This is an optimization exercise on Yosys and OpenROAD, whose aim is a short achievable clock period and few clock cycles, not a production implementation. Where RTL was checked, it was by simulation tests only, not by an equivalence proof against the original. Only the layout flow was run in run 1; the RTL was not checked for function there. Power and IR drop assume default switching activity.

$ cat constraint.sdc
create_clock -name core_clock -period 5.0 [get_ports {clk}]
set_input_delay 1.0000 -clock core_clock [delete_from_list [all_inputs] [get_ports {clk}]]
set_output_delay 1.0000 -clock core_clock [all_outputs]
set_load 0.01 [all_outputs]
$ cat run.sh
#!/bin/bash
# synth_recipe.tcl (not shown) runs the flow's synth.tcl, then flattens the netlist and writes it again
# the make line also repeats each setting of config.mk as NAME=value (left out here)
make -C /OpenROAD-flow-scripts/flow DESIGN_CONFIG=/design/flow/config.mk WORK_HOME=/design/flow/orfs CLKGATE_MAP_FILE= SYNTH_SCRIPT=/design/flow/synth_recipe.tcl finish
$ cat design.v
module ssq_symdec (
    input  wire        clk,
    input  wire        rst,
    input  wire        in_valid,
    output wire        in_ready,
    input  wire [7:0]  in_data,
    input  wire        in_last,
    output reg         out_valid,
    input  wire        out_ready,
    output reg  [7:0]  out_data,
    output reg         out_last,
    output reg  [1:0]  out_err,
    output reg  [15:0] out_err_pos,
    output reg  [7:0]  out_err_val,
    output reg  [2:0]  out_pad
);
    localparam ERR_NONE = 2'd0;
    localparam ERR_SDEC = 2'd1;
    localparam ERR_CDEC = 2'd2;
    localparam EV_NONE  = 2'd0;
    localparam EV_SDEC  = 2'd1;   
    localparam EV_CEND  = 2'd2;   
    localparam EV_CNEXT = 2'd3;   
    localparam DEPTH = 16;        
    localparam IW    = 13;        
    localparam RW    = 26;        
    reg        in_ready_r;
    reg        c_v;
    reg [7:0]  c_data;
    reg        c_last;
    assign in_ready = in_ready_r;
    always @(posedge clk) begin
        c_v    <= in_valid && in_ready_r && !rst;
        c_data <= in_data;
        c_last <= in_last;
    end
    reg        a_v;
    reg [5:0]  a_cls;       
    reg        a_ok;
    reg        a_last;
    reg [7:0]  a_char;
    reg [15:0] a_idx;
    reg [15:0] chr_idx;     
    always @(posedge clk) begin
        a_cls[0] <= (c_data == 8'h2A);
        a_cls[1] <= (c_data == 8'h25);
        a_cls[2] <= (c_data == 8'h24);
        a_cls[3] <= (c_data == 8'h23);
        a_cls[4] <= (c_data == 8'h21);
        a_cls[5] <= (c_data == 8'h26);
        a_ok     <= (c_data == 8'h2A) || (c_data == 8'h25) || (c_data == 8'h24) ||
                    (c_data == 8'h23) || (c_data == 8'h21) || (c_data == 8'h26);
        a_last   <= c_last;
        a_char   <= c_data;
        a_idx    <= chr_idx;
        if (rst) begin
            a_v     <= 1'b0;
            chr_idx <= 16'd0;
        end else begin
            a_v <= c_v;
            if (c_v)
                chr_idx <= c_last ? 16'd0 : chr_idx + 16'd1;
        end
    end
    wire [4:0] chr_bits = ({5{a_cls[0]}} & 5'b10000) | ({5{a_cls[1]}} & 5'b11000) |
                          ({5{a_cls[2]}} & 5'b11100) | ({5{a_cls[3]}} & 5'b11110) |
                          ({5{a_cls[4]}} & 5'b11111) | ({5{a_cls[5]}} & 5'b10100);
    wire [2:0] chr_len  = ({3{a_cls[0]}} & 3'd1) | ({3{a_cls[1]}} & 3'd2) |
                          ({3{a_cls[2]}} & 3'd3) | ({3{a_cls[3]}} & 3'd4) |
                          ({3{a_cls[4]}} & 3'd5) | ({3{a_cls[5]}} & 3'd3);
    wire [44:0] wn;
    wire [4:0]  pf_full;    
    wire [4:0]  pf_bad;     
    wire [4:0]  pf_bad2;    
    wire [24:0] pf_nph;     
    genvar gp;
    generate
        for (gp = 0; gp < 5; gp = gp + 1) begin : g_pre
            wire [3:0] tot = gp + chr_len;
            assign wn[9*gp+8:9*gp] = {chr_bits, 4'b0000} >> gp;
            assign pf_full[gp] = (tot >= 4'd5);
            assign pf_bad[gp]  = pf_full[gp] && !wn[9*gp+4];
            assign pf_bad2[gp] = pf_full[gp] && wn[9*gp+4] && (tot >= 4'd6) && !wn[9*gp+3];
            assign pf_nph[5*gp+4:5*gp] = 5'b00001 << (pf_full[gp] ? tot - 4'd5 : tot);
        end
    endgenerate
    reg        d_v;
    reg        d_ok;
    reg        d_last;
    reg [7:0]  d_char;
    reg [15:0] d_idx;
    reg [44:0] d_wn;
    reg [4:0]  d_full;
    reg [4:0]  d_bad;
    reg [4:0]  d_bad2;
    reg [24:0] d_nph;
    always @(posedge clk) begin
        d_wn   <= wn;
        d_nph  <= pf_nph;
        d_full <= pf_full;
        d_bad  <= pf_bad;
        d_bad2 <= pf_bad2;
        d_ok   <= a_ok;
        d_last <= a_last;
        d_char <= a_char;
        d_idx  <= a_idx;
        if (rst)
            d_v <= 1'b0;
        else
            d_v <= a_v;
    end
    reg [4:0]  ph;          
    reg [3:0]  pend;        
    reg        stop;        
    wire [8:0] s_wn  = (d_wn[8:0]   & {9{ph[0]}}) | (d_wn[17:9]  & {9{ph[1]}}) |
                       (d_wn[26:18] & {9{ph[2]}}) | (d_wn[35:27] & {9{ph[3]}}) |
                       (d_wn[44:36] & {9{ph[4]}});
    wire [4:0] s_nph = (d_nph[4:0]   & {5{ph[0]}}) | (d_nph[9:5]   & {5{ph[1]}}) |
                       (d_nph[14:10] & {5{ph[2]}}) | (d_nph[19:15] & {5{ph[3]}}) |
                       (d_nph[24:20] & {5{ph[4]}});
    wire       full = |(d_full & ph);
    wire       bad  = |(d_bad  & ph);
    wire       bad2 = |(d_bad2 & ph);
    wire [8:0] win    = {pend, 5'b00000} | s_wn;
    wire [3:0] pend_n = full ? win[3:0] : win[8:5];
    reg        o_v;
    reg        o_end;
    reg        o_blk_v;     
    reg [4:0]  o_blk;
    reg        o_rem_v;     
    reg [4:0]  o_rem_n;     
    reg [3:0]  o_rem;       
    reg [1:0]  o_ev;
    reg [15:0] o_idx;
    reg [7:0]  o_char;
    always @(posedge clk) begin
        o_end   <= d_last;
        o_blk   <= bad ? {1'b0, win[8:5]} : win[8:4];
        o_idx   <= d_idx;
        o_char  <= d_char;
        if (d_ok) begin
            o_rem_n <= s_nph;
            o_rem   <= pend_n;
        end else begin
            o_rem_n <= ph;
            o_rem   <= pend;
        end
        if (rst) begin
            ph      <= 5'b00001;
            pend    <= 4'd0;
            stop    <= 1'b0;
            o_v     <= 1'b0;
            o_blk_v <= 1'b0;
            o_rem_v <= 1'b0;
            o_ev    <= EV_NONE;
        end else begin
            o_v     <= d_v;
            o_blk_v <= 1'b0;
            o_rem_v <= 1'b0;
            o_ev    <= EV_NONE;
            if (d_v && !stop) begin
                if (!d_ok) begin
                    o_rem_v <= !ph[0];
                    o_ev    <= EV_SDEC;
                    stop    <= 1'b1;
                end else begin
                    o_blk_v <= full;
                    if (bad) begin
                        o_ev <= EV_CEND;
                        stop <= 1'b1;
                    end else if (bad2) begin
                        o_ev <= EV_CNEXT;
                        stop <= 1'b1;
                    end else begin
                        ph      <= s_nph;
                        pend    <= pend_n;
                        o_rem_v <= d_last && !s_nph[0];
                    end
                end
            end
            if (d_v && d_last) begin
                ph   <= 5'b00001;
                pend <= 4'd0;
                stop <= 1'b0;
            end
        end
    end
    reg [15:0] bcnt;        
    reg [1:0]  e_ev;        
    reg [15:0] e_raw;       
    reg [7:0]  e_val;
    reg [4:0] rem_chunk;
    always @(*) begin
        case (1'b1)
            o_rem_n[1]: rem_chunk = {4'b0000, o_rem[3]};
            o_rem_n[2]: rem_chunk = {3'b000, o_rem[3:2]};
            o_rem_n[3]: rem_chunk = {2'b00, o_rem[3:1]};
            default:    rem_chunk = {1'b0, o_rem};
        endcase
    end
    wire [1:0]  ev_ev  = (o_ev != EV_NONE) ? o_ev : e_ev;
    wire [15:0] ev_raw = (o_ev == EV_SDEC) ? o_idx : (o_ev != EV_NONE) ? bcnt : e_raw;
    wire [7:0]  ev_val = (o_ev == EV_SDEC) ? o_char : (o_ev != EV_NONE) ? 8'h20 : e_val;
    reg          q_v;
    reg [IW-1:0] q_item;
    reg          q_rec_v;
    reg [1:0]    q_ev;
    reg [15:0]   q_raw;
    reg [7:0]    q_val;
    always @(posedge clk) begin
        q_item[12:11] <= {1'b0, o_blk_v} + {1'b0, o_rem_v};
        q_item[10:1]  <= o_blk_v ? (o_rem_v ? {o_blk, rem_chunk} : {o_blk, 5'b00000})
                                 : (o_rem_v ? {rem_chunk, 5'b00000} : 10'd0);
        q_item[0]     <= o_end;
        q_ev          <= ev_ev;
        q_raw         <= ev_raw;
        q_val         <= ev_val;
        if (rst) begin
            q_v     <= 1'b0;
            q_rec_v <= 1'b0;
            bcnt    <= 16'd0;
            e_ev    <= EV_NONE;
            e_raw   <= 16'd0;
            e_val   <= 8'd0;
        end else begin
            q_v     <= o_v && (o_blk_v || o_rem_v || o_end);
            q_rec_v <= o_v && o_end;
            if (o_v) begin
                if (o_end) begin
                    bcnt  <= 16'd0;
                    e_ev  <= EV_NONE;
                    e_raw <= 16'd0;
                    e_val <= 8'd0;
                end else begin
                    if (o_blk_v)
                        bcnt <= bcnt + 16'd1;
                    e_ev  <= ev_ev;
                    e_raw <= ev_raw;
                    e_val <= ev_val;
                end
            end
        end
    end
    reg          q2_v;
    reg [IW-1:0] q2_item;
    reg          q2_rec_v;
    reg [1:0]    q2_ev;
    reg [15:0]   q2_raw;    
    reg [7:0]    q2_val;
    reg          q3_v;
    reg [IW-1:0] q3_item;
    reg          q3_rec_v;
    reg [RW-1:0] q3_rec;
    always @(posedge clk) begin
        q2_item <= q_item;
        q2_ev   <= q_ev;
        q2_raw  <= (q_ev == EV_SDEC) ? q_raw : {q_raw[13:0], 2'b00} + q_raw;
        q2_val  <= q_val;
        q3_item <= q2_item;
        case (q2_ev)
            EV_SDEC:  q3_rec <= {ERR_SDEC, q2_raw, q2_val};
            EV_CEND:  q3_rec <= {ERR_CDEC, q2_raw + 16'd4, q2_val};
            EV_CNEXT: q3_rec <= {ERR_CDEC, q2_raw + 16'd5, q2_val};
            default:  q3_rec <= {ERR_NONE, 16'd0, 8'd0};
        endcase
        if (rst) begin
            q2_v     <= 1'b0;
            q2_rec_v <= 1'b0;
            q3_v     <= 1'b0;
            q3_rec_v <= 1'b0;
        end else begin
            q2_v     <= q_v;
            q2_rec_v <= q_rec_v;
            q3_v     <= q2_v;
            q3_rec_v <= q2_rec_v;
        end
    end
    reg [IW-1:0]    fq [0:DEPTH-1];
    reg [DEPTH-1:0] fv;     
    wire            pop;
    integer i;
    always @(posedge clk) begin
        for (i = 0; i < DEPTH; i = i + 1) begin
            if (pop) begin
                if (q3_v && fv[i] && (i == DEPTH-1 || !fv[(i < DEPTH-1) ? i+1 : i]))
                    fq[i] <= q3_item;
                else if (i < DEPTH-1)
                    fq[i] <= fq[(i < DEPTH-1) ? i+1 : i];
            end else begin
                if (q3_v && !fv[i] && (i == 0 || fv[(i > 0) ? i-1 : 0]))
                    fq[i] <= q3_item;
            end
        end
        if (rst) begin
            fv <= {DEPTH{1'b0}};
        end else begin
            case ({q3_v, pop})
                2'b10: fv <= {fv[DEPTH-2:0], 1'b1};
                2'b01: fv <= {1'b0, fv[DEPTH-1:1]};
                default: fv <= fv;
            endcase
        end
    end
    reg [RW-1:0] rq [0:15];
    reg [3:0]    rq_wp;
    reg [3:0]    rq_rp;
    reg [3:0]    rq_rp1;    
    reg [4:0]    rq_cnt;    
    reg [RW-1:0] r_head;    
    wire         emit_end;
    always @(posedge clk) begin
        if (q3_rec_v)
            rq[rq_wp] <= q3_rec;
        r_head <= emit_end ? rq[rq_rp1] : rq[rq_rp];
        if (rst) begin
            rq_wp  <= 4'd0;
            rq_rp  <= 4'd0;
            rq_rp1 <= 4'd1;
            rq_cnt <= 5'd0;
        end else begin
            if (q3_rec_v)
                rq_wp <= rq_wp + 4'd1;
            if (emit_end) begin
                rq_rp  <= rq_rp1;
                rq_rp1 <= rq_rp1 + 4'd1;
            end
            rq_cnt <= rq_cnt + {4'd0, q3_rec_v} - {4'd0, emit_end};
        end
    end
    always @(posedge clk) begin
        if (rst)
            in_ready_r <= 1'b1;
        else
            in_ready_r <= !fv[DEPTH-9] && (rq_cnt <= 5'd7);
    end
    wire [IW-1:0] h = fq[0];
    wire [1:0]  h_n    = h[12:11];
    wire [9:0]  h_bits = h[10:1];
    wire        h_end  = h[0];
    reg [16:0] acc;         
    reg [7:0]  pr;          
    reg [1:0]  pq;          
    reg        end_pend;    
    reg [2:0]  p_pad;
    reg        skid_v;
    wire big        = (pq != 2'd0);
    wire emit_data  = !skid_v && big;
    wire emit_fe    = !skid_v && !big && end_pend;
    wire emit_flush = emit_fe && !pr[0];
    assign emit_end = emit_fe && pr[0];
    wire emit       = emit_data || emit_fe;
    assign pop = fv[0] && (!end_pend || emit_end) && (emit_data ? (pq == 2'd1) : !big);
    reg [16:0] ins;
    integer k;
    always @(*) begin
        ins = 17'd0;
        for (k = 0; k < 8; k = k + 1)
            ins = ins | (({h_bits, 7'd0} >> k) & {17{pr[k]}});
    end
    wire [7:0] pr5  = {pr[2:0], pr[7:3]};
    wire       c5   = |pr[7:3];
    wire [7:0] pr10 = {pr[5:0], pr[7:6]};
    wire       c10  = |pr[7:6];
    reg [7:0] pr_n;
    reg [1:0] pq_n;
    always @(*) begin
        pr_n = pr;
        pq_n = pq - {1'b0, emit_data};
        if (emit_flush) begin
            pr_n = 8'b00000001;
            pq_n = 2'd0;
        end else if (pop && h_n[1]) begin
            pr_n = pr10;
            pq_n = pq - {1'b0, emit_data} + 2'd1 + {1'b0, c10};
        end else if (pop && h_n[0]) begin
            pr_n = pr5;
            pq_n = pq - {1'b0, emit_data} + {1'b0, c5};
        end
    end
    reg [2:0] pad_of;       
    always @(*) begin
        case (1'b1)
            pr[1]:   pad_of = 3'd7;
            pr[2]:   pad_of = 3'd6;
            pr[3]:   pad_of = 3'd5;
            pr[4]:   pad_of = 3'd4;
            pr[5]:   pad_of = 3'd3;
            pr[6]:   pad_of = 3'd2;
            pr[7]:   pad_of = 3'd1;
            default: pad_of = 3'd0;
        endcase
    end
    wire [16:0] acc_a = emit_data ? {acc[8:0], 8'd0} : (emit_flush ? 17'd0 : acc);
    wire        b_last = emit_end;
    wire [7:0]  b_data = emit_end ? 8'd0 : acc[16:9];
    wire [1:0]  b_err  = emit_end ? r_head[25:24] : 2'd0;
    wire [15:0] b_pos  = emit_end ? r_head[23:8]  : 16'd0;
    wire [7:0]  b_val  = emit_end ? r_head[7:0]   : 8'd0;
    wire [2:0]  b_pad  = emit_end ? p_pad : 3'd0;
    always @(posedge clk) begin
        if (rst) begin
            acc      <= 17'd0;
            pr       <= 8'b00000001;
            pq       <= 2'd0;
            end_pend <= 1'b0;
            p_pad    <= 3'd0;
        end else begin
            acc      <= acc_a | (pop ? ins : 17'd0);
            pr       <= pr_n;
            pq       <= pq_n;
            end_pend <= (end_pend && !emit_end) || (pop && h_end);
            if (emit_flush)
                p_pad <= pad_of;
            else if (emit_end)
                p_pad <= 3'd0;
        end
    end
    reg        s_last;
    reg [7:0]  s_data;
    reg [1:0]  s_err;
    reg [15:0] s_pos;
    reg [7:0]  s_val;
    reg [2:0]  s_pad;
    wire out_free = !out_valid || out_ready;
    always @(posedge clk) begin
        if (rst) begin
            out_valid <= 1'b0;
            skid_v    <= 1'b0;
        end else begin
            if (out_free) begin
                out_valid <= skid_v || emit;
                skid_v    <= 1'b0;
            end else if (emit) begin
                skid_v    <= 1'b1;
            end
        end
        if (out_free) begin
            if (skid_v) begin
                out_last    <= s_last;
                out_data    <= s_data;
                out_err     <= s_err;
                out_err_pos <= s_pos;
                out_err_val <= s_val;
                out_pad     <= s_pad;
            end else begin
                out_last    <= b_last;
                out_data    <= b_data;
                out_err     <= b_err;
                out_err_pos <= b_pos;
                out_err_val <= b_val;
                out_pad     <= b_pad;
            end
        end
        if (!skid_v) begin
            s_last <= b_last;
            s_data <= b_data;
            s_err  <= b_err;
            s_pos  <= b_pos;
            s_val  <= b_val;
            s_pad  <= b_pad;
        end
    end
endmodule
$ cat config.mk
export PLATFORM = sky130hd
export DESIGN_NAME = ssq_symdec
export DESIGN_NICKNAME = ssq_symdec
export VERILOG_FILES = /design/flow/design.v
export SDC_FILE = /design/flow/constraint.sdc
export NUM_CORES = 4
export LEC_CHECK = 0
export CAP_MARGIN = 20
export CORE_MARGIN = 2
export CORE_UTILIZATION = 40
export SETUP_SLACK_MARGIN = 3.0
export SLEW_MARGIN = 20
==> out/results.tsv, run 1 <==
stage	metric	value	unit
setup_path	cp_num_buf_inv	0	
placed_design	placed_cell_area	47400	um^2
yosys	async_reset_ff_share	0	%
timing	setup_viol	0	
routing	drtIter0Drc	2680	
flow_run	maxCapViolations	0	
clock_network	clk_pin_slew	0.06	ns
placed_design	place.gp.congestion	0.773	
cells_and_area	drive_gt1_share	31.8	%
setup_path	cp.arrival	3.14	ns
setup_path	path_cells	ha_4 > fa_2 > a211o_1 > a2111oi_4 > nor2_1 > a311oi_2 > nor4b_1 > a211o_1	
setup_path	crit_start	q_raw[0]$_DFF_P_	
setup_path	cp.required	5.58	ns
clock_network	clk_path_buf_depth	3	
timing	fmax	391	MHz
global_routing	grt_max_degree	59	
setup_path	worst-setup-path-type	reg -> reg	
cells_and_area	final_cell_mix	646 x edfxtp_1, 453 x dfxtp_1, 260 x mux4_2	
timing	period_share	51.1	%
global_routing	grt_usage	17.8	%
floorplanning	rows	123	
floorplanning	core	112000	um^2
routing	m1WireLength	44100	um
clock_network	numCtsBuffers	114	
floorplanning	initial_core_util	40.2	%
routing	dr.pass1.iters	9	
yosys	synth_ff_type	edfxtp_1	
timing	slew-limit-headroom	35.2	%
setup_path	critPathSlowestCell	dfxtp_4	
outcome	status	no timing/DRC/antenna violations	
yosys	yosys.area.top_type	edfxtp_1	
placed_design	pre_cts_slack	2.05	ns
min_path	worstHoldStart	q_val[5]$_DFF_P_	
placed_design	placed_cells	4422	
yosys	synth_edf_count	646	
global_routing	first_global_vias	26500	
placed_design	post-dp-hpwl	57100	um
power	irDropWorstVdd	0.273	mV
clock_network	clock_latency	0.73	ns
clock_network	clock-sinks	1129	
clock_network	cts-root-buf	clkbuf_16	
routing	vias	26500	
routing	ant_nets	0	
yosys	synth-seq-area-share	64.3	%
timing	timing.hold.ws	0.304	ns
timing	fin_ws	2.45	ns
yosys	syn_avg_cell_area	15.0	um^2
cells_and_area	nNetsFinal	3273	
setup_path	reg2reg_from	q_raw[0]$_DFF_P_	
setup_path	endpoint_kind	register	
cells_and_area	area_delta_synth_final	20.1	%
global_routing	grt_antenna_before_repair	2	
routing	drc	0	
yosys	synth_top_area_share	42.9	%
placed_design	io_buffers	52	
routing	via_per_inst	5.52	
timing	setup_tns	0	ns
setup_path	critPathMaxFanout	2	
timing	worstMarginPinSlew	0.970	ns
setup_path	worst_setup_path_start_kind	register	
setup_path	cp_top_family	compound AO/OA/AOI/OAI gates	
cells_and_area	layout_commonest_cell	edfxtp_1	
routing	met3_wirelength	6430	um
clock_network	cts_tree	built	
power	p_per_area	360	nW/um^2
timing	min_period	2.55	ns
yosys	netlist_instances	3019	
min_path	hold_class	reg -> reg	
timing	slew_viol_final	0	
timing	skew	0.0754	ns
timing	rsz0062_at_grt	yes	
routing	topRoutingLayerUsed	met4	
setup_path	worst_path_largest_cell_delay	0.37	ns
floorplanning	die_area	116000	um^2
cells_and_area	fin_cells	4809	
floorplanning	die_y	340	um
global_routing	grt_pass1_wl	159000	um
global_routing	gr-total-overflow	0	
clock_network	cts_max_level	3	
power	power.leakage	0.0192	uW
floorplanning	io_pins	53	
yosys	netlist_area	45200	um^2
yosys	ys_top_cells_by_area	edfxtp_1 43%, dfxtp_1 21%, mux4_2 13%	
floorplanning	die_w	340	um
yosys	ys_seq_elements	1129	
routing	wl	108000	um
timing	hold_viol	0	
setup_path	crit_top_cell	a211o_1	
routing	routedWlPerCell	22.4	um
cells_and_area	fill_cells	9438	
cells_and_area	post-route-cell-area	54300	um^2
routing	wl_met2	54200	um
yosys	synth_cell_type_count	72	
yosys	ys_warn_count	2	
## worst register-to-register path: stages (launching register included)
cell and delay, ns:
dfxtp_4 0.37, ha_4 0.17, fa_2 0.34, a211o_1 0.32, a2111oi_4 0.37, nor2_1 0.13
a311oi_2 0.30, nor4b_1 0.10, a211o_1 0.31
## registers in the layout, indices dropped and copies added (netlist names), 17 cells and up, named ones only
signal / flops
rq: 416
d_nph: 25
r_head: 26
q3_rec: 26
fq: 192
acc: 17
## per-stage QoR
step | utilization (%) | total power (uW)
final | 48.3 | 19600
after global routing | 48.3 | 20200
after CTS | 47.1 | 19600
after detailed placement | 42.2 | 11000
after global placement | 42.2 | 10900
after floorplan | - | 10700
## cell usage after synthesis (25+ instances only)
cell	n
xor2_1	40
ha_1	49
mux2i_1	60
nor2_1	236
o21ai_0	78
nand3_1	35
a21oi_1	98
inv_1	31
mux2_2	184
nand2_1	263
mux4_2	260
a22o_1	35
nor2b_1	25
dfxtp_1	483
clkbuf_1	136
buf_2	41
edfxtp_1	646
a22oi_1	56
## metal layers
layer	GRT usage (%)	up-vias
li1	-	11900
met1	23.2	13500
met2	30.7	943
met3	2.80	207
met4	5.47	0
met5	0	-
## path summary, 6_finish.rpt
check | to | slack (ns) | cells past startpoint
hold / removal | q2_val[5]$_DFF_P_ | 0.30 | 0
setup / recovery | q2_raw[14]$_DFF_P_ | 2.45 | 8
hold reg to reg | q2_val[5]$_DFF_P_ | 0.30 | 0
setup reg to reg | q2_raw[14]$_DFF_P_ | 2.45 | 8
## cell type report
type | instances | area [um^2] | area share (%)
flip-flops and latches | 1129 | 29200 | 53.7
diodes | 1 | 2.50 | 0.00461
clock buffers | 159 | 3230 | 5.95
clock inverters | 56 | 666 | 1.23
multi-input cells | 1669 | 16100 | 29.6
well taps | 1500 | 1880 | 3.46
inverters | 35 | 188 | 0.346
repair inverters | 2 | 20.0 | 0.0369
repair buffers | 258 | 3070 | 5.66
## what timing repair did
action	in CTS	in global routing
pin swaps	28	47
gates cloned	21	14
hold buffers	0	0
setup endpoints to repair	913	470
gates resized for setup	331	116
setup buffers	71	64
## report_power, final
part | total (uW) | leakage, uW | internal, uW | switching, uW
Sequential | 10000 | 0.0100 | 9930 | 98.1
Clock | 8650 | 0.00189 | 5010 | 3640
Combinational | 876 | 0.00729 | 408 | 468
Total | 19600 | 0.0192 | 15400 | 4200
## cell families (layout without fill, tap and decap cells)
logic type               after synthesis  after routing  synth area share, %
other                                  1              3              0.00830
adder cells (fa/ha/maj)               51             51                 1.45
buffers and inverters                224            510                 1.99
multiplexers                         504            504                 18.9
AO/OA/AOI/OAI                        362            363                 5.39
AND/OR/NAND/NOR                      690            691                 6.83
XOR/XNOR                              58             58                 1.12
flip-flops                          1129           1129                 64.3
==> run 2, diff against run 1 <==
--- a/design.v
+++ b/design.v
@@ -23,3 +23,5 @@
     localparam EV_CNEXT = 2'd3;   
-    localparam DEPTH = 16;        
+    localparam DEPTH  = 12;       
+    localparam RDEPTH = 4;        
+    localparam RAW    = 2;        
     localparam IW    = 13;        
@@ -36,52 +38,50 @@
     end
-    reg        a_v;
-    reg [5:0]  a_cls;       
-    reg        a_ok;
-    reg        a_last;
-    reg [7:0]  a_char;
-    reg [15:0] a_idx;
-    reg [15:0] chr_idx;     
-    always @(posedge clk) begin
-        a_cls[0] <= (c_data == 8'h2A);
-        a_cls[1] <= (c_data == 8'h25);
-        a_cls[2] <= (c_data == 8'h24);
-        a_cls[3] <= (c_data == 8'h23);
-        a_cls[4] <= (c_data == 8'h21);
-        a_cls[5] <= (c_data == 8'h26);
-        a_ok     <= (c_data == 8'h2A) || (c_data == 8'h25) || (c_data == 8'h24) ||
-                    (c_data == 8'h23) || (c_data == 8'h21) || (c_data == 8'h26);
-        a_last   <= c_last;
-        a_char   <= c_data;
-        a_idx    <= chr_idx;
-        if (rst) begin
-            a_v     <= 1'b0;
-            chr_idx <= 16'd0;
-        end else begin
-            a_v <= c_v;
-            if (c_v)
-                chr_idx <= c_last ? 16'd0 : chr_idx + 16'd1;
-        end
-    end
-    wire [4:0] chr_bits = ({5{a_cls[0]}} & 5'b10000) | ({5{a_cls[1]}} & 5'b11000) |
-                          ({5{a_cls[2]}} & 5'b11100) | ({5{a_cls[3]}} & 5'b11110) |
-                          ({5{a_cls[4]}} & 5'b11111) | ({5{a_cls[5]}} & 5'b10100);
-    wire [2:0] chr_len  = ({3{a_cls[0]}} & 3'd1) | ({3{a_cls[1]}} & 3'd2) |
-                          ({3{a_cls[2]}} & 3'd3) | ({3{a_cls[3]}} & 3'd4) |
-                          ({3{a_cls[4]}} & 3'd5) | ({3{a_cls[5]}} & 3'd3);
-    wire [44:0] wn;
-    wire [4:0]  pf_full;    
-    wire [4:0]  pf_bad;     
-    wire [4:0]  pf_bad2;    
-    wire [24:0] pf_nph;     
-    genvar gp;
-    generate
-        for (gp = 0; gp < 5; gp = gp + 1) begin : g_pre
-            wire [3:0] tot = gp + chr_len;
-            assign wn[9*gp+8:9*gp] = {chr_bits, 4'b0000} >> gp;
-            assign pf_full[gp] = (tot >= 4'd5);
-            assign pf_bad[gp]  = pf_full[gp] && !wn[9*gp+4];
-            assign pf_bad2[gp] = pf_full[gp] && wn[9*gp+4] && (tot >= 4'd6) && !wn[9*gp+3];
-            assign pf_nph[5*gp+4:5*gp] = 5'b00001 << (pf_full[gp] ? tot - 4'd5 : tot);
+    wire [5:0] cls;         
+    assign cls[0] = (c_data == 8'h2A);
+    assign cls[1] = (c_data == 8'h25);
+    assign cls[2] = (c_data == 8'h24);
+    assign cls[3] = (c_data == 8'h23);
+    assign cls[4] = (c_data == 8'h21);
+    assign cls[5] = (c_data == 8'h26);
+    reg [44:0] wn;
+    reg [4:0]  pf_full;     
+    reg [4:0]  pf_bad;      
+    reg [4:0]  pf_bad2;     
+    reg [24:0] pf_nph;      
+    function automatic [83:0] pre;
+        input [4:0] bits;
+        input integer len;
+        integer pp;
+        reg [8:0] w;
+        reg f, b1, b2;
+        reg [4:0] n;
+        reg [44:0] wv;
+        reg [4:0] fv_, b1v, b2v;
+        reg [24:0] nv;
+        begin
+            wv = 45'd0; fv_ = 5'd0; b1v = 5'd0; b2v = 5'd0; nv = 25'd0;
+            for (pp = 0; pp < 5; pp = pp + 1) begin
+                w  = {bits, 4'b0000} >> pp;
+                f  = (pp + len >= 5);
+                b1 = f && !w[4];
+                b2 = f && w[4] && (pp + len >= 6) && !w[3];
+                n  = 5'b00001 << (f ? pp + len - 5 : pp + len);
+                wv[9*pp +: 9] = w;
+                fv_[pp] = f;
+                b1v[pp] = b1;
+                b2v[pp] = b2;
+                nv[5*pp +: 5] = n;
+            end
+            pre = {wv, fv_, b1v, b2v, nv};
         end
-    endgenerate
+    endfunction
+    wire [83:0] pre0 = pre(5'b10000, 1);   
+    wire [83:0] pre1 = pre(5'b11000, 2);   
+    wire [83:0] pre2 = pre(5'b11100, 3);   
+    wire [83:0] pre3 = pre(5'b11110, 4);   
+    wire [83:0] pre4 = pre(5'b11111, 5);   
+    wire [83:0] pre5 = pre(5'b10100, 3);   
+    wire [83:0] pre_sel = ({84{cls[0]}} & pre0) | ({84{cls[1]}} & pre1) |
+                          ({84{cls[2]}} & pre2) | ({84{cls[3]}} & pre3) |
+                          ({84{cls[4]}} & pre4) | ({84{cls[5]}} & pre5);
     reg        d_v;
@@ -91,2 +91,3 @@
     reg [15:0] d_idx;
+    reg [15:0] chr_idx;     
     reg [44:0] d_wn;
@@ -97,15 +98,15 @@
     always @(posedge clk) begin
-        d_wn   <= wn;
-        d_nph  <= pf_nph;
-        d_full <= pf_full;
-        d_bad  <= pf_bad;
-        d_bad2 <= pf_bad2;
-        d_ok   <= a_ok;
-        d_last <= a_last;
-        d_char <= a_char;
-        d_idx  <= a_idx;
-        if (rst)
-            d_v <= 1'b0;
-        else
-            d_v <= a_v;
+        {d_wn, d_full, d_bad, d_bad2, d_nph} <= pre_sel;
+        d_ok   <= |cls;
+        d_last <= c_last;
+        d_char <= c_data;
+        d_idx  <= chr_idx;
+        if (rst) begin
+            d_v     <= 1'b0;
+            chr_idx <= 16'd0;
+        end else begin
+            d_v <= c_v;
+            if (c_v)
+                chr_idx <= c_last ? 16'd0 : chr_idx + 16'd1;
+        end
     end
@@ -246,4 +247,7 @@
     reg          q2_rec_v;
-    reg [1:0]    q2_ev;
-    reg [15:0]   q2_raw;    
+    reg [1:0]    q2_err;
+    reg [7:0]    q2_lo;
+    reg          q2_c;
+    reg [7:0]    q2_xh;
+    reg [7:0]    q2_yh;
     reg [7:0]    q2_val;
@@ -253,14 +257,18 @@
     reg [RW-1:0] q3_rec;
+    wire        q_sdec = (q_ev == EV_SDEC);
+    wire        q_cdec = q_ev[1];
+    wire [15:0] q_x    = q_cdec ? {q_raw[13:0], 2'b00} : 16'd0;
+    wire [15:0] q_y    = (q_sdec || q_cdec) ? q_raw : 16'd0;
+    wire [7:0]  q_k    = (q_ev == EV_CEND) ? 8'd4 : (q_ev == EV_CNEXT) ? 8'd5 : 8'd0;
+    wire [8:0]  q_lo   = {1'b0, q_x[7:0]} + {1'b0, q_y[7:0]} + {1'b0, q_k};
     always @(posedge clk) begin
         q2_item <= q_item;
-        q2_ev   <= q_ev;
-        q2_raw  <= (q_ev == EV_SDEC) ? q_raw : {q_raw[13:0], 2'b00} + q_raw;
-        q2_val  <= q_val;
+        q2_err  <= q_cdec ? ERR_CDEC : q_sdec ? ERR_SDEC : ERR_NONE;
+        q2_lo   <= q_lo[7:0];
+        q2_c    <= q_lo[8];
+        q2_xh   <= q_x[15:8];
+        q2_yh   <= q_y[15:8];
+        q2_val  <= (q_sdec || q_cdec) ? q_val : 8'd0;
         q3_item <= q2_item;
-        case (q2_ev)
-            EV_SDEC:  q3_rec <= {ERR_SDEC, q2_raw, q2_val};
-            EV_CEND:  q3_rec <= {ERR_CDEC, q2_raw + 16'd4, q2_val};
-            EV_CNEXT: q3_rec <= {ERR_CDEC, q2_raw + 16'd5, q2_val};
-            default:  q3_rec <= {ERR_NONE, 16'd0, 8'd0};
-        endcase
+        q3_rec  <= {q2_err, q2_xh + q2_yh + {7'd0, q2_c}, q2_lo, q2_val};
         if (rst) begin
@@ -303,7 +311,6 @@
     end
-    reg [RW-1:0] rq [0:15];
-    reg [3:0]    rq_wp;
-    reg [3:0]    rq_rp;
-    reg [3:0]    rq_rp1;    
-    reg [4:0]    rq_cnt;    
+    reg [RW-1:0] rq [0:RDEPTH-1];
+    reg [RAW-1:0] rq_wp;
+    reg [RAW-1:0] rq_rp;
+    reg [RAW-1:0] rq_rp1;   
     reg [RW-1:0] r_head;    
@@ -315,16 +322,22 @@
         if (rst) begin
-            rq_wp  <= 4'd0;
-            rq_rp  <= 4'd0;
-            rq_rp1 <= 4'd1;
-            rq_cnt <= 5'd0;
+            rq_wp  <= {RAW{1'b0}};
+            rq_rp  <= {RAW{1'b0}};
+            rq_rp1 <= {{(RAW-1){1'b0}}, 1'b1};
         end else begin
             if (q3_rec_v)
-                rq_wp <= rq_wp + 4'd1;
+                rq_wp <= rq_wp + 1'b1;
             if (emit_end) begin
                 rq_rp  <= rq_rp1;
-                rq_rp1 <= rq_rp1 + 4'd1;
+                rq_rp1 <= rq_rp1 + 1'b1;
             end
-            rq_cnt <= rq_cnt + {4'd0, q3_rec_v} - {4'd0, emit_end};
         end
     end
+    reg [RAW:0] msgs;
+    wire [RAW:0] msgs_n = msgs + {{RAW{1'b0}}, c_v && c_last} - {{RAW{1'b0}}, emit_end};
+    always @(posedge clk) begin
+        if (rst)
+            msgs <= {(RAW+1){1'b0}};
+        else
+            msgs <= msgs_n;
+    end
     always @(posedge clk) begin
@@ -333,3 +346,3 @@
         else
-            in_ready_r <= !fv[DEPTH-9] && (rq_cnt <= 5'd7);
+            in_ready_r <= !fv[DEPTH-8] && (msgs_n <= RDEPTH - 2);
     end
--- a/config.mk
+++ b/config.mk
@@ -9,3 +9,3 @@
 export CORE_MARGIN = 2
-export CORE_UTILIZATION = 40
+export CORE_UTILIZATION = 65
 export SETUP_SLACK_MARGIN = 3.0
==> out/results.tsv, run 2 <==
stage	metric	value	unit
outcome	status	no timing/DRC/antenna violations	
power	power_frac_seq	50.9	%
clock_network	clk_path_buf_depth	3	
setup_path	crit_start	skid_v$_SDFFE_PP0P_	
cells_and_area	drive_gt1_share	23.5	%
timing	hold_viol	0	
power	p_per_area	407	nW/um^2
setup_path	worst-setup-path-type	reg -> reg	
cells_and_area	fill_cells	2414	
global_routing	gr-total-overflow	0	
setup_path	endpoint_kind	register	
floorplanning	io_pins	53	
setup_path	cp.depth	11	
placed_design	placed_cells	2412	
clock_network	numCtsBuffers	70	
floorplanning	die_y	204	um
yosys	synth-seq-area-share	64.8	%
timing	period_share	42.9	%
clock_network	cts_hold_buffers	0	
clock_network	clock-sinks	696	
routing	vias	14900	
routing	via_per_inst	5.74	
cells_and_area	fin_cells	2589	
power	internal-power	9610	uW
setup_path	r2r_slack	2.85	ns
yosys	ys_warn_count	2	
setup_path	worstReg2RegEnd	fv[9]$_SDFFE_PP0P_	
routing	drc	0	
setup_path	cp.arrival	2.59	ns
setup_path	critPathSlowestCell	dfxtp_4	
yosys	synth_most_common_cell	dfxtp_1	
cells_and_area	top_regs	fq (144), rq (104)	
placed_design	io_buffers	52	
timing	slew_viol_final	0	
floorplanning	core	39500	um^2
timing	timing.hold.ws	0.323	ns
cells_and_area	top_register	fq	
yosys	async_reset_ff_share	0	%
power	netSwitchingPower	2590	uW
global_routing	grt_max_degree	58	
timing	setup_viol	0	
cells_and_area	largest_reg_flops	144	
placed_design	place.gp.congestion	0.786	
setup_path	endpoint	fv[9]$_SDFFE_PP0P_	
yosys	yosys.area.top_type	edfxtp_1	
yosys	synth_top_area_share	33.1	%
timing	setup_tns	0	ns
setup_path	cp_num_buf_inv	4	
timing	fmax	466	MHz
power	combPwrFrac	5.9	%
global_routing	grt_pass1_wl	73600	um
routing	dr.pass1.iters	6	
yosys	syn_avg_cell_area	13.3	um^2
yosys	ys_top_cells_by_area	edfxtp_1 33%, dfxtp_1 32%, mux4_2 4.5%	
yosys	netlist_area	25900	um^2
clock_network	cts_tree	built	
power	power.leakage	0.0114	uW
setup_path	cp.required	5.44	ns
cells_and_area	area_delta_synth_final	15.6	%
power	irDropWorstVdd	0.319	mV
power	swShare	21.2	%
setup_path	worst_setup_path_start_kind	register	
power	finalPower	12200	uW
yosys	synth.cells.most_frequent	410 x dfxtp_1, 286 x edfxtp_1, 183 x nand2_1	
clock_network	cts_max_level	3	
timing	min_period	2.15	ns
floorplanning	die_w	204	um
timing	rsz0062_at_grt	yes	
setup_path	worst_path_largest_cell_delay	0.36	ns
placed_design	post-dp-hpwl	27400	um
flow_run	maxCapViolations	0	
floorplanning	initial_core_util	65.5	%
clock_network	clock_latency	0.57	ns
clock_network	cts-root-buf	clkbuf_16	
yosys	synth_ff_type	dfxtp_1	
cells_and_area	antenna_cells	0	
yosys	synth_edf_count	286	
cells_and_area	layout_commonest_cell	dfxtp_1	
routing	wl	46300	um
global_routing	grt_usage	22.0	%
setup_path	reg2reg_from	skid_v$_SDFFE_PP0P_	
timing	slew-limit-headroom	49.4	%
setup_path	critPathMaxFanout	6	
cells_and_area	final_cell_mix	397 x dfxtp_1, 286 x edfxtp_1, 166 x nand2_1	
routing	drtIter0Drc	998	
power	pwr-share-clk	43.3	%
yosys	netlist_instances	1948	
floorplanning	die_area	41500	um^2
timing	worstMarginPinSlew	0.758	ns
clock_network	clk_pin_slew	0.06	ns
global_routing	grt_antenna_before_repair	0	
min_path	hold_class	reg -> reg	
floorplanning	rows	73	
yosys	synth_cell_type_count	61	
cells_and_area	finalCoreUtilization	75.7	%
setup_path	path_cells	buf_4 > a21o_1 > a211o_1 > buf_12 > inv_16 > ha_4 > buf_12 > mux2i_1 > nor2_1 > a21oi_1 > nor2_1	
setup_path	cp_top_family	compound AO/OA/AOI/OAI gates	
routing	ant_nets	0	
setup_path	rr_worst_depth	11	
global_routing	first_global_vias	14400	
timing	skew	0.0170	ns
cells_and_area	nNetsFinal	2055	
routing	routedWlPerCell	17.9	um
yosys	ys_seq_elements	696	
==> run 2: changes by cell type after synthesis, moves of 18 or more <==
cell / delta
a21oi_1: -31
clkbuf_1: -58
dfxtp_1: -73
o21ai_0: -22
edfxtp_1: -360
mux4_2: -208
buf_2: -22
nor2b_1: +18
mux2_2: -90
nor2_1: -99
mux2_4: +40
nand2_1: -80
==> run 2: worst reg2reg max path, delay by kind of cell, from the launching register on <==
| family | cells | cell delay [ns] |
|---|---|---|
| AOI/OAI and AO/OA | 3 | 0.61 |
| buffers and inverters | 4 | 0.55 |
| DFF | 1 | 0.36 |
| muxes | 1 | 0.22 |
| adders and majority gates | 1 | 0.16 |
| and+or+nand+nor | 2 | 0.13 |
==> run 2: layout make-up <==
type	count	area (um^2)	share of cell area [%]
clock buffer	104	2150	7.18
clock inverter	26	249	0.831
timing repair inverter	3	46.3	0.155
tap	525	657	2.19
sequential	696	16800	56.2
multi-input combinational	1096	9010	30.1
timing repair buffer	101	847	2.83
inverter	38	163	0.543
==> run 2: cell families (layout without fill, tap and decap cells) <==
logic type | count (synthesis) | count (layout) | share of synthesized area, %
flops | 696 | 696 | 64.8
simple gates | 479 | 487 | 8.62
compound gates | 294 | 295 | 7.75
mux | 236 | 236 | 12.9
buf+inv | 165 | 272 | 2.68
xor+xnor | 42 | 42 | 1.42
fa+ha+maj | 36 | 36 | 1.85
==> run 2: worst min path at each step <==
stage | start | end | slack (ns) | depth (start not counted)
2_1_floorplan | d_char[0]$_DFF_P_ | o_char[0]$_DFF_P_ | 0.31 | 0
5_1_grt | q2_item[6]$_DFF_P_ | q3_item[6]$_DFF_P_ | 0.33 | 0
3_5_place_dp | d_char[0]$_DFF_P_ | o_char[0]$_DFF_P_ | 0.31 | 0
3_3_place_gp | q2_item[7]$_DFF_P_ | q3_item[7]$_DFF_P_ | 0.31 | 0
4_1_cts | d_idx[11]$_DFF_P_ | o_idx[11]$_DFF_P_ | 0.32 | 0
6_report | q2_lo[7]$_DFF_P_ | q3_rec[15]$_DFF_P_ | 0.32 | 0
==> run 2: repair_timing <==
| item | in CTS | in global routing |
|---|---|---|
| gates resized for setup | 219 | 33 |
| cloned | 5 | 9 |
| endpoints found under the hold margin | 0 | 0 |
| buffers inserted | 30 | 3 |
| setup endpoints to repair | 527 | 266 |
| pin swaps | 14 | 8 |
==> run 2: power groups by stage <==
| stage | Sequential, uW | Clock (uW) | Combinational [uW] |
|---|---|---|---|
| after floorplan | 6290 | 0 | 475 |
| after global placement | 6330 | 0 | 641 |
| after detailed placement | 6340 | 0 | 658 |
| after CTS | 6200 | 5380 | 689 |
| after global routing | 6220 | 5600 | 784 |
| final | 6210 | 5280 | 716 |
==> run 2: layer usage <==
metal | wire, um | track usage, % | part of all wire [%]
met5 | 0 | 0 | 0
met4 | 853 | 7.12 | 1.8
met3 | 2050 | 3.40 | 4.4
met2 | 22700 | 36.6 | 49
met1 | 20700 | 29.9 | 45
==> run 2: metrics by stage <==
stage | worst slack [ns] | area (um^2)
final | 2.85 | 30000
after global routing | 2.82 | 30000
after CTS | 2.85 | 29600
after detailed placement | 1.74 | 26800
after global placement | 1.80 | 26800
after floorplan | 2.74 | 26200
Testbench counts of run 2, summed over its fixed seeds: cycles 69,251.
==> run 3, diff against run 2 <==
--- a/config.mk
+++ b/config.mk
@@ -9,3 +9,5 @@
 export CORE_MARGIN = 2
-export CORE_UTILIZATION = 65
+export CORE_UTILIZATION = 40
+export CTS_CLUSTER_DIAMETER = 40
+export CTS_CLUSTER_SIZE = 30
 export SETUP_SLACK_MARGIN = 3.0
==> out/results.tsv, run 3 <==
stage	metric	value	unit
setup_path	worst-setup-path-type	reg -> out	
setup_path	cp.required	4.00	ns
min_path	hold_depth	0	
timing	setup_viol	0	
clock_network	clk_path_buf_depth	3	
min_path	whs_endpoint	o_idx[9]$_DFF_P_	
power	irDropWorstVdd	0.252	mV
yosys	synth_cell_type_count	61	
setup_path	worst_setup_path_start_kind	register	
clock_network	cts_tree	built	
outcome	status	no timing/DRC/antenna violations	
flow_run	maxCapViolations	0	
clock_network	cts_max_level	3	
cells_and_area	antenna_cells	0	
cells_and_area	top_register	fq	
min_path	hold_class	reg -> reg	
timing	hold_viol	0	
clock_network	clk_pin_slew	0.06	ns
clock_network	numCtsBuffers	92	
clock_network	clock_latency	0.62	ns
floorplanning	rows	93	
floorplanning	die_w	259	um
clock_network	cts-root-buf	clkbuf_16	
cells_and_area	area_delta_synth_final	21.8	%
global_routing	grt_antenna_before_repair	0	
timing	rsz0062_at_grt	yes	
yosys	synth_xor_area_share	1.42	%
global_routing	grt_pass1_wl	76600	um
cells_and_area	multi_input_comb_area	9120	um^2
timing	slew-limit-headroom	34.9	%
placed_design	io_buffers	52	
placed_design	placed_cell_area	27200	um^2
cells_and_area	largest_reg_flops	144	
setup_path	r2r_slack	2.85	ns
timing	worstMarginPinSlew	0.975	ns
routing	drc	0	
power	finalPower	13700	uW
setup_path	worst_path_largest_cell_delay	0.41	ns
cells_and_area	top_regs	fq (144), rq (104)	
yosys	async_reset_ff_share	0	%
setup_path	endpoint_kind	output port	
timing	period_share	43.8	%
cells_and_area	ff_latch_area	16800	um^2
setup_path	cp.arrival	1.19	ns
timing	setup_tns	0	ns
setup_path	cp_top_family	flip-flops	
timing	min_period	2.19	ns
floorplanning	initial_core_util	40.3	%
yosys	ys_warn_count	2	
cells_and_area	nNetsFinal	2097	
setup_path	crit_start	out_err_pos[6]$_DFFE_PP_	
yosys	synth-seq-area-share	64.8	%
yosys	netlist_instances	1948	
setup_path	critPathSlowestCell	edfxtp_1	
yosys	synth_ff_type	dfxtp_1	
yosys	synth.cells.most_frequent	410 x dfxtp_1, 286 x edfxtp_1, 183 x nand2_1	
floorplanning	die_area	66800	um^2
yosys	synthMuxAreaShare	12.9	%
placed_design	post-dp-hpwl	28500	um
yosys	synthSimpleGateAreaFrac	8.62	%
min_path	worstHoldStart	d_idx[9]$_DFF_P_	
yosys	synth_edf_count	286	
routing	drtIter0Drc	1037	
floorplanning	die_y	259	um
routing	via_per_inst	5.03	
power	power.leakage	0.0119	uW
yosys	yosys.area.top_type	edfxtp_1	
cells_and_area	post-route-cell-area	31600	um^2
yosys	synthAdderAreaFrac	1.85	%
global_routing	gr-total-overflow	0	
yosys	ys_top_cells_by_area	edfxtp_1 33%, dfxtp_1 32%, mux4_2 4.5%	
yosys	netlist_area	25900	um^2
yosys	syn_avg_cell_area	13.3	um^2
routing	vias	15000	
global_routing	grt_max_degree	58	
yosys	synth_compound_area_share	7.75	%
cells_and_area	drive_gt1_share	26.8	%
setup_path	path_cells	buf_2	
routing	routedWlPerCell	16.2	um
setup_path	reg2reg_from	pq[0]$_SDFF_PP0_	
global_routing	grt_usage	14.0	%
timing	skew	0.0205	ns
cells_and_area	layout_commonest_cell	dfxtp_1	
yosys	synth_top_family_by_area	multiplexers	
timing	slew_viol_final	0	
routing	wl	48300	um
routing	dr.pass1.iters	7	
timing	timing.hold.ws	0.324	ns
global_routing	first_global_vias	14700	
setup_path	critPathMaxFanout	1	
cells_and_area	fill_cells	5490	
setup_path	cp_num_buf_inv	1	
timing	fmax	457	MHz
placed_design	place.gp.congestion	0.791	
floorplanning	core	64200	um^2
setup_path	worstReg2RegEnd	fq[10][4]$_DFFE_PP_	
cells_and_area	final_cell_mix	396 x dfxtp_1, 286 x edfxtp_1, 166 x nand2_1	
routing	ant_nets	0	
clock_network	clock-sinks	696	
power	p_per_area	435	nW/um^2
setup_path	rr_worst_depth	9	
yosys	ys_seq_elements	696	
yosys	synth_most_common_cell	dfxtp_1	
floorplanning	io_pins	53	
yosys	synth_top_area_share	33.1	%
run 3: what timing repair did:
action	4_1_cts	5_1_grt
hold buffers	0	0
pin swaps	10	26
gates cloned	5	10
buffers inserted	34	21
endpoints found under the setup margin	478	328
resized for setup	216	63
endpoints found under the hold margin	0	0
run 3: cells by family (layout without fill, tap and decap cells):
family                   Yosys count  count (layout)
flip-flops                       696             696
AO/OA/AOI/OAI                    294             295
multiplexers                     236             236
adder cells (fa/ha/maj)           36              36
AND/OR/NAND/NOR                  479             488
buffers and inverters            165             334
XOR/XNOR                          42              42
run 3: area by class of cell:
class	count	area share (%)
clock buffer	104	7.93
clock inverter	69	2.41
inverter	38	0.504
multi-input combinational	1097	28.9
sequential	696	53.3
tap	855	3.39
timing repair buffer	120	3.35
timing repair inverter	3	0.194
run 3: stage by stage:
stage	cells	worst slack [ns]	util (%)
floorplan	1948	2.74	-
global placement	2739	1.73	42.4
detailed placement	2739	1.68	42.4
CTS	2951	2.75	48.1
global route	2982	2.76	49.1
finish	2982	2.81	49.1
run 3: metal layers:
layer,routed length [um],up-vias,global-route usage [%]
met4,1060,0,5.57
li1,-,7329,-
met3,2290,84,2.66
met2,23500,362,23.3
met1,21500,7211,18.2
met5,0,-,0
run 3: how the worst max path moves through the flow:
stage / endpoint / slack, ns / depth (start not counted)
after floorplan: in_ready_r$_SDFF_PP1_ / 2.74 / 12
after global placement: fq[10][8]$_DFFE_PP_ / 1.73 / 7
after detailed placement: fq[10][1]$_DFFE_PP_ / 1.68 / 7
after CTS: out_err_pos[4] / 2.75 / 1
after global routing: out_err_pos[6] / 2.76 / 1
final: out_err_pos[6] / 2.81 / 1
run 3: where the power goes:
part	total [uW]	internal [uW]	switching, uW
Clock	6720	4080	2640
Combinational	789	363	426
Sequential	6210	6090	114
Total	13700	10500	3180
==> run 4, diff against run 3 <==
--- a/config.mk
+++ b/config.mk
@@ -10,4 +10,4 @@
 export CORE_UTILIZATION = 40
-export CTS_CLUSTER_DIAMETER = 40
-export CTS_CLUSTER_SIZE = 30
+export CTS_CLUSTER_DIAMETER = 60
+export CTS_CLUSTER_SIZE = 50
 export SETUP_SLACK_MARGIN = 3.0
==> out/results.tsv, run 4 <==
stage	metric	value	unit
clock_network	numCtsBuffers	41	
yosys	synth_top_area_share	33.1	%
setup_path	critPathSlowestCell	edfxtp_1	
yosys	netlist_instances	1948	
clock_network	cts_tree	built	
setup_path	cp_top_family	flip-flops	
timing	setup_tns	0	ns
floorplanning	die_w	259	um
timing	min_period	2.15	ns
yosys	synth_cell_type_count	61	
min_path	hold_class	reg -> reg	
clock_network	clk_path_buf_depth	3	
timing	slew-limit-headroom	35.3	%
setup_path	path_cells	buf_2	
power	power_frac_seq	57.4	%
placed_design	place.gp.congestion	0.791	
yosys	synth.cells.most_frequent	410 x dfxtp_1, 286 x edfxtp_1, 183 x nand2_1	
power	swShare	24.6	%
global_routing	grt_antenna_before_repair	0	
timing	rsz0062_at_grt	yes	
routing	drtIter0Drc	1013	
global_routing	grt_pass1_wl	75000	um
power	pwr-share-clk	35.2	%
cells_and_area	post-route-cell-area	29800	um^2
routing	m1WireLength	21400	um
setup_path	cp.arrival	1.15	ns
clock_network	cts-root-buf	clkbuf_16	
setup_path	critPathMaxFanout	1	
timing	period_share	43.1	%
placed_design	io_buffers	52	
routing	drc	0	
cells_and_area	area_delta_synth_final	15.2	%
cells_and_area	nNetsFinal	2046	
cells_and_area	finalCoreUtilization	46.5	%
placed_design	placed_cell_area	27200	um^2
yosys	syn_avg_cell_area	13.3	um^2
routing	ant_nets	0	
floorplanning	die_area	66800	um^2
floorplanning	rows	93	
cells_and_area	final_cell_mix	396 x dfxtp_1, 286 x edfxtp_1, 166 x nand2_1	
setup_path	cp.required	4.00	ns
clock_network	clock-sinks	696	
setup_path	endpoint_kind	output port	
clock_network	cts_max_level	2	
global_routing	grt_usage	13.7	%
floorplanning	core	64200	um^2
cells_and_area	layout_commonest_cell	dfxtp_1	
floorplanning	io_pins	53	
yosys	synth_ff_type	dfxtp_1	
yosys	ys_seq_elements	696	
routing	routedWlPerCell	16.4	um
cells_and_area	antenna_cells	0	
yosys	synth_edf_count	286	
routing	via_per_inst	5.09	
yosys	netlist_area	25900	um^2
timing	setup_viol	0	
global_routing	gr-total-overflow	0	
clock_network	clk_pin_slew	0.09	ns
routing	vias	14700	
yosys	ys_warn_count	2	
routing	dr.pass1.iters	8	
power	power.leakage	0.0111	uW
yosys	ys_top_cells_by_area	edfxtp_1 33%, dfxtp_1 32%, mux4_2 4.5%	
timing	fmax	464	MHz
flow_run	maxCapViolations	0	
outcome	status	no timing/DRC/antenna violations	
power	combPwrFrac	7.4	%
floorplanning	die_y	259	um
timing	slew_viol_final	0	
yosys	synth_most_common_cell	dfxtp_1	
setup_path	worst_path_largest_cell_delay	0.41	ns
power	netSwitchingPower	2660	uW
timing	worstMarginPinSlew	0.970	ns
cells_and_area	largest_reg_flops	144	
power	internal-power	8130	uW
yosys	synth-seq-area-share	64.8	%
power	p_per_area	361	nW/um^2
global_routing	first_global_vias	14200	
setup_path	cp_num_buf_inv	1	
cells_and_area	top_register	fq	
timing	skew	0.0320	ns
clock_network	clock_latency	0.60	ns
placed_design	placed_cells	2739	
yosys	yosys.area.top_type	edfxtp_1	
power	irDropWorstVdd	0.187	mV
global_routing	grt_max_degree	58	
setup_path	worst_setup_path_start_kind	register	
routing	topRoutingLayerUsed	met4	
routing	wl	47400	um
timing	hold_viol	0	
routing	met3_wirelength	1900	um
cells_and_area	top_regs	fq (144), rq (104)	
yosys	async_reset_ff_share	0	%
floorplanning	initial_core_util	40.3	%
setup_path	worst-setup-path-type	reg -> out	
routing	wl_met2	23200	um
cells_and_area	fin_cells	2884	
cells_and_area	drive_gt1_share	23.3	%
placed_design	post-dp-hpwl	28500	um
-- run 4: cell counts after synthesis --
Identical to the previous run, type by type.
-- run 4: power groups by stage --
| stage | sequential (uW) | clock, uW | combinational [uW] |
|---|---|---|---|
| finish | 6190 | 3790 | 801 |
| CTS | 6190 | 3910 | 724 |
| global placement | 6330 | 0 | 655 |
| global route | 6220 | 4110 | 870 |
| detailed placement | 6340 | 0 | 669 |
| floorplan | 6290 | 0 | 475 |
-- run 4: path summary, 6_finish.rpt --
path / cells after the start / start / slack [ns] / end
hold / removal: 0 / d_idx[11]$_DFF_P_ / 0.33 / o_idx[11]$_DFF_P_
hold reg to reg: 0 / d_idx[11]$_DFF_P_ / 0.33 / o_idx[11]$_DFF_P_
setup reg to reg: 8 / pq[0]$_SDFF_PP0_ / 2.86 / fq[1][4]$_DFFE_PP_
setup / recovery: 1 / out_err_val[3]$_DFFE_PP_ / 2.85 / out_err_val[3]
-- run 4: final cells by class --
| cell class | count | area (um^2) |
|---|---|---|
| Inverter | 38 | 159 |
| Sequential cell | 696 | 16800 |
| Tap cell | 855 | 1070 |
| Timing Repair Buffer | 115 | 1000 |
| Timing Repair inverter | 3 | 71.3 |
| Clock inverter | 34 | 443 |
| Fill cell | 5675 | 34400 |
| Clock buffer | 41 | 1030 |
| Multi-Input combinational cell | 1102 | 9230 |
-- run 4: cell families after synthesis --
kind of cell / Yosys count / share of synthesized area [%]
xor gates and xnor gates: 42 / 1.42
buffers and inverters: 165 / 2.68
DFF: 696 / 64.8
AOI/OAI and AO/OA: 294 / 7.75
muxes: 236 / 12.9
and+or+nand+nor: 479 / 8.62
adders and majority gates: 36 / 1.85
-- run 4: per-stage QoR --
stage | hold WS, ns | total power [uW] | worst slack, ns
after floorplan | 0.310 | 6770 | 2.74
after global placement | 0.310 | 6980 | 1.73
after detailed placement | 0.312 | 7010 | 1.68
after CTS | 0.325 | 10800 | 2.79
after global routing | 0.329 | 11200 | 2.79
final | 0.325 | 10800 | 2.85
-- run 4: layer usage --
| metal | vias to the layer above | global-route usage [%] |
|---|---|---|
| met1 | 7157 | 18.4 |
| met2 | 299 | 23.0 |
| met5 | - | 0 |
| met3 | 56 | 1.85 |
| met4 | 0 | 4.16 |
| li1 | 7161 | - |
-- run 4: what timing repair did --
| item | CTS | global route |
|---|---|---|
| hold buffers | 0 | 0 |
| gates cloned | 8 | 12 |
| setup endpoints to repair | 492 | 328 |
| buffers inserted | 31 | 19 |
| pin swaps | 11 | 27 |
| resized for setup | 238 | 48 |
==> run 5, diff against run 4 <==
--- a/config.mk
+++ b/config.mk
@@ -10,4 +10,2 @@
 export CORE_UTILIZATION = 40
-export CTS_CLUSTER_DIAMETER = 60
-export CTS_CLUSTER_SIZE = 50
 export SETUP_SLACK_MARGIN = 3.0
==> out/results.tsv, run 5 <==
stage	metric	value	unit
routing	drtIter0Drc	1012	
cells_and_area	nNetsFinal	2072	
routing	drc	0	
global_routing	grt_max_degree	58	
timing	fmax	462	MHz
cells_and_area	area_delta_synth_final	17.8	%
yosys	netlist_area	25900	um^2
outcome	status	no timing/DRC/antenna violations	
yosys	yosys.area.top_type	edfxtp_1	
timing	worstMarginPinSlew	0.977	ns
setup_path	worst_path_largest_cell_delay	0.40	ns
routing	ant_nets	0	
power	irDropWorstVdd	0.210	mV
clock_network	cts_hold_buffers	0	
floorplanning	io_pins	53	
setup_path	critPathSlowestCell	edfxtp_1	
timing	hold_viol	0	
global_routing	grt_usage	14.0	%
global_routing	gr-total-overflow	0	
timing	slew_viol_final	0	
floorplanning	initial_core_util	40.3	%
timing	setup_tns	0	ns
min_path	worstHoldStart	q_item[12]$_DFF_P_	
yosys	ys_top_cells_by_area	edfxtp_1 33%, dfxtp_1 32%, mux4_2 4.5%	
clock_network	numCtsBuffers	70	
routing	dr.pass1.iters	7	
yosys	ys_warn_count	2	
clock_network	clk_path_buf_depth	3	
yosys	synth_top_family_by_area	multiplexers	
cells_and_area	finalCoreUtilization	47.5	%
cells_and_area	antenna_cells	0	
floorplanning	core	64200	um^2
setup_path	cp_num_buf_inv	1	
timing	rsz0062_at_grt	yes	
placed_design	io_buffers	52	
power	p_per_area	396	nW/um^2
clock_network	clock_latency	0.60	ns
setup_path	worst_setup_path_start_kind	register	
min_path	hold_class	reg -> reg	
setup_path	reg2reg_from	pq[0]$_SDFF_PP0_	
global_routing	first_global_vias	14500	
yosys	synth.cells.most_frequent	410 x dfxtp_1, 286 x edfxtp_1, 183 x nand2_1	
yosys	synth_edf_count	286	
cells_and_area	drive_gt1_share	23.7	%
clock_network	cts_max_level	3	
floorplanning	die_area	66800	um^2
yosys	async_reset_ff_share	0	%
setup_path	path_cells	buf_2	
routing	wl	48000	um
yosys	synth_top_area_share	33.1	%
yosys	synthSimpleGateAreaFrac	8.62	%
setup_path	cp_top_family	flip-flops	
placed_design	place.gp.congestion	0.791	
yosys	synth_ff_type	dfxtp_1	
clock_network	clock-sinks	696	
yosys	synth_cell_type_count	61	
timing	slew-limit-headroom	34.8	%
setup_path	cp.arrival	1.16	ns
routing	via_per_inst	5.05	
yosys	ys_seq_elements	696	
setup_path	endpoint_kind	output port	
cells_and_area	largest_reg_flops	144	
routing	routedWlPerCell	16.4	um
yosys	synth_xor_area_share	1.42	%
timing	period_share	43.3	%
cells_and_area	final_cell_mix	396 x dfxtp_1, 286 x edfxtp_1, 166 x nand2_1	
floorplanning	die_w	259	um
setup_path	critPathMaxFanout	1	
clock_network	cts_tree	built	
cells_and_area	top_register	fq	
floorplanning	rows	93	
floorplanning	die_y	259	um
timing	skew	0.0193	ns
flow_run	maxCapViolations	0	
routing	vias	14800	
global_routing	grt_pass1_wl	76100	um
yosys	synth_compound_area_share	7.75	%
setup_path	cp.required	4.00	ns
global_routing	grt_antenna_before_repair	0	
timing	setup_viol	0	
setup_path	worst-setup-path-type	reg -> out	
timing	min_period	2.16	ns
yosys	synth_most_common_cell	dfxtp_1	
timing	timing.hold.ws	0.320	ns
clock_network	cts-root-buf	clkbuf_16	
yosys	synth-seq-area-share	64.8	%
placed_design	post-dp-hpwl	28500	um
cells_and_area	layout_commonest_cell	dfxtp_1	
yosys	synthAdderAreaFrac	1.85	%
cells_and_area	top_regs	fq (144), rq (104)	
setup_path	crit_start	out_err_pos[4]$_DFFE_PP_	
clock_network	clk_pin_slew	0.06	ns
power	power.leakage	0.0114	uW
yosys	synthMuxAreaShare	12.9	%
yosys	netlist_instances	1948	
yosys	syn_avg_cell_area	13.3	um^2
[run 5: cell types whose count changed in the layout (fill, tap and decap cells not counted), sizes merged]
| cell | previous run | this run |
|---|---|---|
| buf | 102 | 103 |
| bufinv | 0 | 1 |
| clkbuf | 42 | 111 |
| clkinv | 14 | 19 |
| clkinvlp | 3 | 1 |
| inv | 58 | 39 |
| nand2 | 200 | 197 |
[run 5: repair_timing]
action,CTS,global route
endpoints found under the setup margin,477,334
resized for setup,225,55
pin swaps,10,19
setup buffers,36,15
cloned,6,10
[run 5: layout make-up]
cell class | instances | area [um^2]
fill | 5613 | 33700
sequential | 696 | 16800
multi-input combinational | 1099 | 9130
clock buffer | 111 | 2130
tap | 855 | 1070
timing repair buffer | 115 | 973
inverter | 38 | 159
clock inverter | 19 | 141
timing repair inverter | 3 | 71.3
[run 5: final timing paths]
path / end / slack (ns) / cells after the start
max: out_err_pos[4] / 2.84 / 1
min: q2_item[12]$_DFF_P_ / 0.32 / 0
max reg2reg: fq[4][4]$_DFFE_PP_ / 2.91 / 9
min reg2reg: q2_item[12]$_DFF_P_ / 0.32 / 0
[run 5: kinds of logic (layout without fill, tap and decap cells)]
logic type                 count (synthesis)  after routing
muxes                                    236            236
adders and majority gates                 36             36
buffers and inverters                    165            286
and+or+nand+nor                          479            490
xor gates and xnor gates                  42             42
AOI/OAI and AO/OA                        294            295
DFF                                      696            696
[run 5: per-stage QoR]
step | cells | power [uW] | worst slack [ns] | cell area (um^2)
finish | 2936 | 12100 | 2.84 | 30500
global placement | 2739 | 6980 | 1.73 | 27200
CTS | 2911 | 12100 | 2.77 | 30000
detailed placement | 2739 | 7010 | 1.68 | 27200
global route | 2936 | 12500 | 2.78 | 30500
floorplan | 1948 | 6770 | 2.74 | 26200
[run 5: report_power, final]
part           leakage, uW  internal [uW]  switching [uW]
clock              0.00112           2990            2090
combinational      0.00419            362             427
sequential         0.00611           6090             110
total               0.0114           9440            2630
[run 5: metal layers]
layer | global-route usage, % | vias up | wire [um]
met1 | 18.4 | 7174 | 21500
met2 | 23.1 | 321 | 23400
met3 | 2.75 | 85 | 2090
met4 | 4.95 | 0 | 1060
met5 | 0 | - | 0
li1 | - | 7234 | -

==> port drivers added, routing unchanged <==
Ports are ideal in the flow. The routed layouts listed here were re-timed in OpenROAD. Step 1 (the two cells are an assumption about what drives the block):
set clk [get_ports {clk}]
set_driving_cell -lib_cell sky130_fd_sc_hd__clkbuf_16 $clk
set_driving_cell -lib_cell sky130_fd_sc_hd__buf_2 [delete_from_list [all_inputs] $clk]
Step 2 times the ports against the registers' clock, not the clock port: input delays grow and output delays shrink by t, the midpoint of the rising clock arrivals with the driver on. Three values: ideal ports, drivers, drivers and shift; two values: the first two.
run	shift t [ns]	setup slack, ns	worst setup path at the end	latest minus earliest clock arrival (ns)	slew at the worst register clock pin (ns)
run 1	0.762	2.445 / 2.445 / 2.403	input to register	0.082 / 0.082	0.07 / 0.07
run 2	0.623	2.854 / 2.824 / 2.542	input to register	0.020 / 0.019	0.06 / 0.06
run 3	0.674	2.811 / 2.751 / 2.509	input to register	0.024 / 0.024	0.07 / 0.07
run 4	0.643	2.846 / 2.785 / 2.529	input to register	0.040 / 0.040	0.12 / 0.12
run 5	0.653	2.836 / 2.775 / 2.533	input to register	0.022 / 0.021	0.06 / 0.06
After both steps setup and hold are still met in every run listed. For run 4, which loses most, drivers alone change the setup slack by -0.061 ns; drivers and shift together by -0.317 ns.
